From an optimization exercise on the open Yosys and OpenROAD flow, aimed at small area, a short achievable clock period and few clock cycles per item; shortcuts taken in it are not production practice.
Only simulation tests tie the RTL to the original design; equivalence was not proved.
No activity file was given, so power comes from the tool's default toggle rates.

==> flow/design.v (excerpt) <==
module fxu (
    input  wire        clk,
    input  wire        rst,           
    input  wire        in_valid,
    output reg         in_ready,
    input  wire [31:0] op_in,
    input  wire [64:0] a_in,
    input  wire [64:0] b_in,
    output reg         out_valid,
    output reg  [7:0]  code_out,      
    output reg  [64:0] r_out,         
    output reg         rs_out,        
    output reg  [6:0]  rw_out         
);
    localparam [7:0] C_OK      = 8'h00;
    localparam [7:0] C_RANGE   = 8'h01;
    localparam [7:0] C_DIVZERO = 8'h02;
    localparam [7:0] C_NEG     = 8'h03;
    localparam [7:0] C_WIDTH   = 8'h04;
    localparam [7:0] C_ILLEGAL = 8'h30;
    localparam [3:0] F_MAKE = 4'd0,  F_TOS = 4'd1,  F_TOU = 4'd2,  F_WIDEN = 4'd3,
                     F_NARROW = 4'd4, F_SHL = 4'd5, F_SHR = 4'd6,  F_ADD = 4'd7,
                     F_SUB = 4'd8,  F_MUL = 4'd9,  F_DIV = 4'd10, F_SQRT = 4'd11;
    localparam [4:0] S_IDLE = 5'd0,  S_EX   = 5'd1,  S_DAL_unused = 5'd2,  S_DIV  = 5'd3,
                     S_SQ   = 5'd4,  S_DN6  = 5'd5,  S_MUL  = 5'd6,  S_DN1  = 5'd7,
                     S_DN2  = 5'd8,  S_DN3  = 5'd9,  S_DN4  = 5'd10, S_DN5  = 5'd11,
                     S_DSU  = 5'd12, S_DQ1  = 5'd13, S_NEGR = 5'd14, S_SN1  = 5'd15,
                     S_SN2  = 5'd16, S_SN3  = 5'd17, S_MSW  = 5'd18,
                     S_ERR  = 5'd19, S_DPR  = 5'd21;
    localparam [1:0] A_HOLD = 2'd0, A_IN = 2'd1, A_T = 2'd2, A_ZERO = 2'd3;
    localparam [2:0] B_HOLD = 3'd0, B_IN = 3'd1, B_SH = 3'd2, B_SRF = 3'd3, B_SHL2 = 3'd4;
    localparam [2:0] R_HOLD = 3'd0, R_SRF = 3'd1, R_SH = 3'd2, R_T = 3'd3, R_QS = 3'd4,
                     R_MS = 3'd5, R_ZERO = 3'd6;
    reg [4:0]  state;
    reg [31:0] op_r;
  ...
For scale: roughly 5,000 cells after synthesis, ~290 flip-flops.
Settings: LEC_CHECK=0, ABC_CLOCK_PERIOD_IN_PS=3000, CAP_MARGIN=40, CORE_MARGIN=2, CORE_UTILIZATION=30, PLACE_DENSITY=0.55, SLEW_MARGIN=40, TNS_END_PERCENT=0; clock period 12.0 ns.
standard.sh (not shown) runs the stock make flow with config.mk's settings and CLKGATE_MAP_FILE= SYNTH_SCRIPT=/design/flow/synth_recipe.tcl, a recipe that flattens the netlist after the stock synthesis.
==> flow/flow/run.sh <==
#!/bin/bash
# The standard layout, with timing repair aiming well below the 12 ns clock:
# repair_timing keeps going until every path has this much setup slack (or
# gives up), which shortens the achieved period. Ports are buffered with the
# smallest buffer, which repair may upsize. Everything else, including
# synthesis, is the standard flow.
set -euo pipefail
bash standard.sh SETUP_SLACK_MARGIN=8 "BUFFER_PORTS_ARGS=-buffer_cell sky130_fd_sc_hd__buf_1" finish > standard_flow.log 2>&1
The first run passed the timing, DRC and antenna checks.
Testbench counts at the start, summed over its fixed seeds: cycles 31,959, items 4,800.
Rerun with:
==> flow/flow/run.sh (replaced) <==
#!/bin/bash
# The standard layout, with timing repair aiming well below the 12 ns clock:
# repair_timing keeps going until every path has this much setup slack (or
# gives up), which shortens the achieved period. Everything else, including
# synthesis, is the standard flow.
set -euo pipefail
bash standard.sh SETUP_SLACK_MARGIN=8 finish > standard_flow.log 2>&1
Settings changed: PLACE_DENSITY 0.55 to 0.45, TNS_END_PERCENT 0 to 3.
=> The new run passed the timing, DRC and antenna checks; worst setup slack improves by 0.28 ns; synthesized cell count is unchanged; via count rose by about 0.6%; synthesized area is unchanged; combinational power climbs by about 10%; flip-flop and latch count stays the same; utilization increases by 3.0 points; global-route usage is higher by 3.1 points.
Rerun with:
--- a/flow/flow/run.sh
+++ b/flow/flow/run.sh
@@ -6,2 +6,2 @@
 set -euo pipefail
-bash standard.sh SETUP_SLACK_MARGIN=8 finish > standard_flow.log 2>&1
+bash standard.sh SETUP_SLACK_MARGIN=7 finish > standard_flow.log 2>&1
Settings changed: TNS_END_PERCENT 3 to 0.
The new run finished clean.
Routed wire length decreases by about 8%.
Total power decreases by 9.1%.
Count of clock-buffer cells in the layout increases by 3.


Starting RTL as in the previous note.
Design fxu, start of the top module:
module fxu (
    input  wire        clk,
    input  wire        rst,           
    input  wire        in_valid,
    output reg         in_ready,
    input  wire [31:0] op_in,
    input  wire [64:0] a_in,
    input  wire [64:0] b_in,
    output reg         out_valid,
    output reg  [7:0]  code_out,      
    output reg  [64:0] r_out,         
    output reg         rs_out,        
    output reg  [6:0]  rw_out         
);
clock: 12.0 ns
lec_check: 0
abc_clock_period_in_ps: 3000
cap_margin: 20
core_margin: 2
core_utilization: 30
place_density: 0.45
slew_margin: 20
tns_end_percent: 0
==> flow/flow/run.sh <==
#!/bin/bash
# The standard layout, with timing repair aiming well below the 12 ns clock:
# repair_timing keeps going until every path has this much setup slack (or
# gives up), which shortens the achieved period. Ports are buffered with the
# smallest buffer, which repair may upsize. Everything else, including
# synthesis, is the standard flow.
set -euo pipefail
bash standard.sh SETUP_SLACK_MARGIN=8 "BUFFER_PORTS_ARGS=-buffer_cell sky130_fd_sc_hd__buf_1" finish > standard_flow.log 2>&1
Testbench counts at the start, summed over its fixed seeds: cycles 31,959, items 4,800.
Then changed:
==> flow/flow/run.sh (replaced) <==
#!/bin/bash
# The standard layout, with timing repair aiming well below the 12 ns clock:
# repair_timing keeps going until every path has this much setup slack (or
# gives up), which shortens the achieved period. Everything else, including
# synthesis, is the standard flow.
set -euo pipefail
bash standard.sh SETUP_SLACK_MARGIN=8 finish > standard_flow.log 2>&1
Settings changed: CAP_MARGIN 20 to 40, SLEW_MARGIN 20 to 40.
Effect:
- power rises by 3.0%
- count of clock-buffer cells in the layout drops by 5
- clock power hardly moves
- sequential power hardly moves
- critical path depth fell by 3
- sequential share of layout area decreases by 0.75 points
- first-iteration DRC count went up by 6.8%
- synthesized area is unchanged
- worst hold slack degrades by 62 ps
- setup slack gains 43 ps
- global-route usage climbs by 0.32 points
Then changed:
==> flow/flow/run.sh (replaced) <==
#!/bin/bash
# The standard layout, with timing repair aiming well below the 12 ns clock:
# repair_timing keeps going until every path has this much setup slack (or
# gives up), which shortens the achieved period. Ports are buffered with the
# smallest buffer, which repair may upsize. Everything else, including
# synthesis, is the standard flow.
set -euo pipefail
bash standard.sh SETUP_SLACK_MARGIN=8 "BUFFER_PORTS_ARGS=-buffer_cell sky130_fd_sc_hd__buf_1" finish > standard_flow.log 2>&1
The changed run completed with no timing, DRC or antenna violations.
Synthesized cell count does not change.
Power shrinks by 1.7%.
Via count grows by 0.57%.
Register-to-register slack gains 160 ps.
Synthesized area is unchanged.
Global-route usage shrinks by 0.15 points.
Die area stays the same.
Routed wire length shrinks by 1.2%.

-- re-timing with driven ports --
How much do the figures lean on ideal ports? The routed layouts below were timed once more, with nothing changed but the port constraints. Step 1 assumes that a clkbuf_16 drives the clock port and a buf_2 every other input. Step 2, shift: input delay + t, output delay - t, t = (earliest + latest rising clock arrival at the registers) / 2. This alone moves slack from input paths to output paths. Three values: ideal, step 1, step 2; two values: the first two.
| run | t, ns | setup slack, ns | hold WS [ns] | worst data-port slew with drivers (ns) |
|---|---|---|---|---|
| the first run of note 1 | 0.720 | 6.766 / 6.766 / 6.497 | 0.713 / 0.713 / 0.713 | 0.08 |
| the second run of note 1 | 0.744 | 7.044 / 7.044 / 6.503 | 0.661 / 0.661 / 0.661 | 0.09 |
| the third run of note 1 | 0.746 | 6.680 / 6.680 / 6.180 | 0.603 / 0.603 / 0.603 | 0.08 |
| the first run of note 2 | 0.734 | 6.937 / 6.937 / 6.470 | 0.699 / 0.699 / 0.699 | 0.12 |
| the second run of note 2 | 0.748 | 6.981 / 6.981 / 6.612 | 0.637 / 0.637 / 0.637 | 0.09 |
| the third run of note 2 | 0.734 | 7.143 / 7.143 / 6.634 | 0.668 / 0.668 / 0.668 | 0.12 |
After both steps every run listed still meets setup and hold. For the second run of note 1, which loses most, drivers alone change the setup slack by 0.000 ns; drivers and shift together by -0.541 ns.
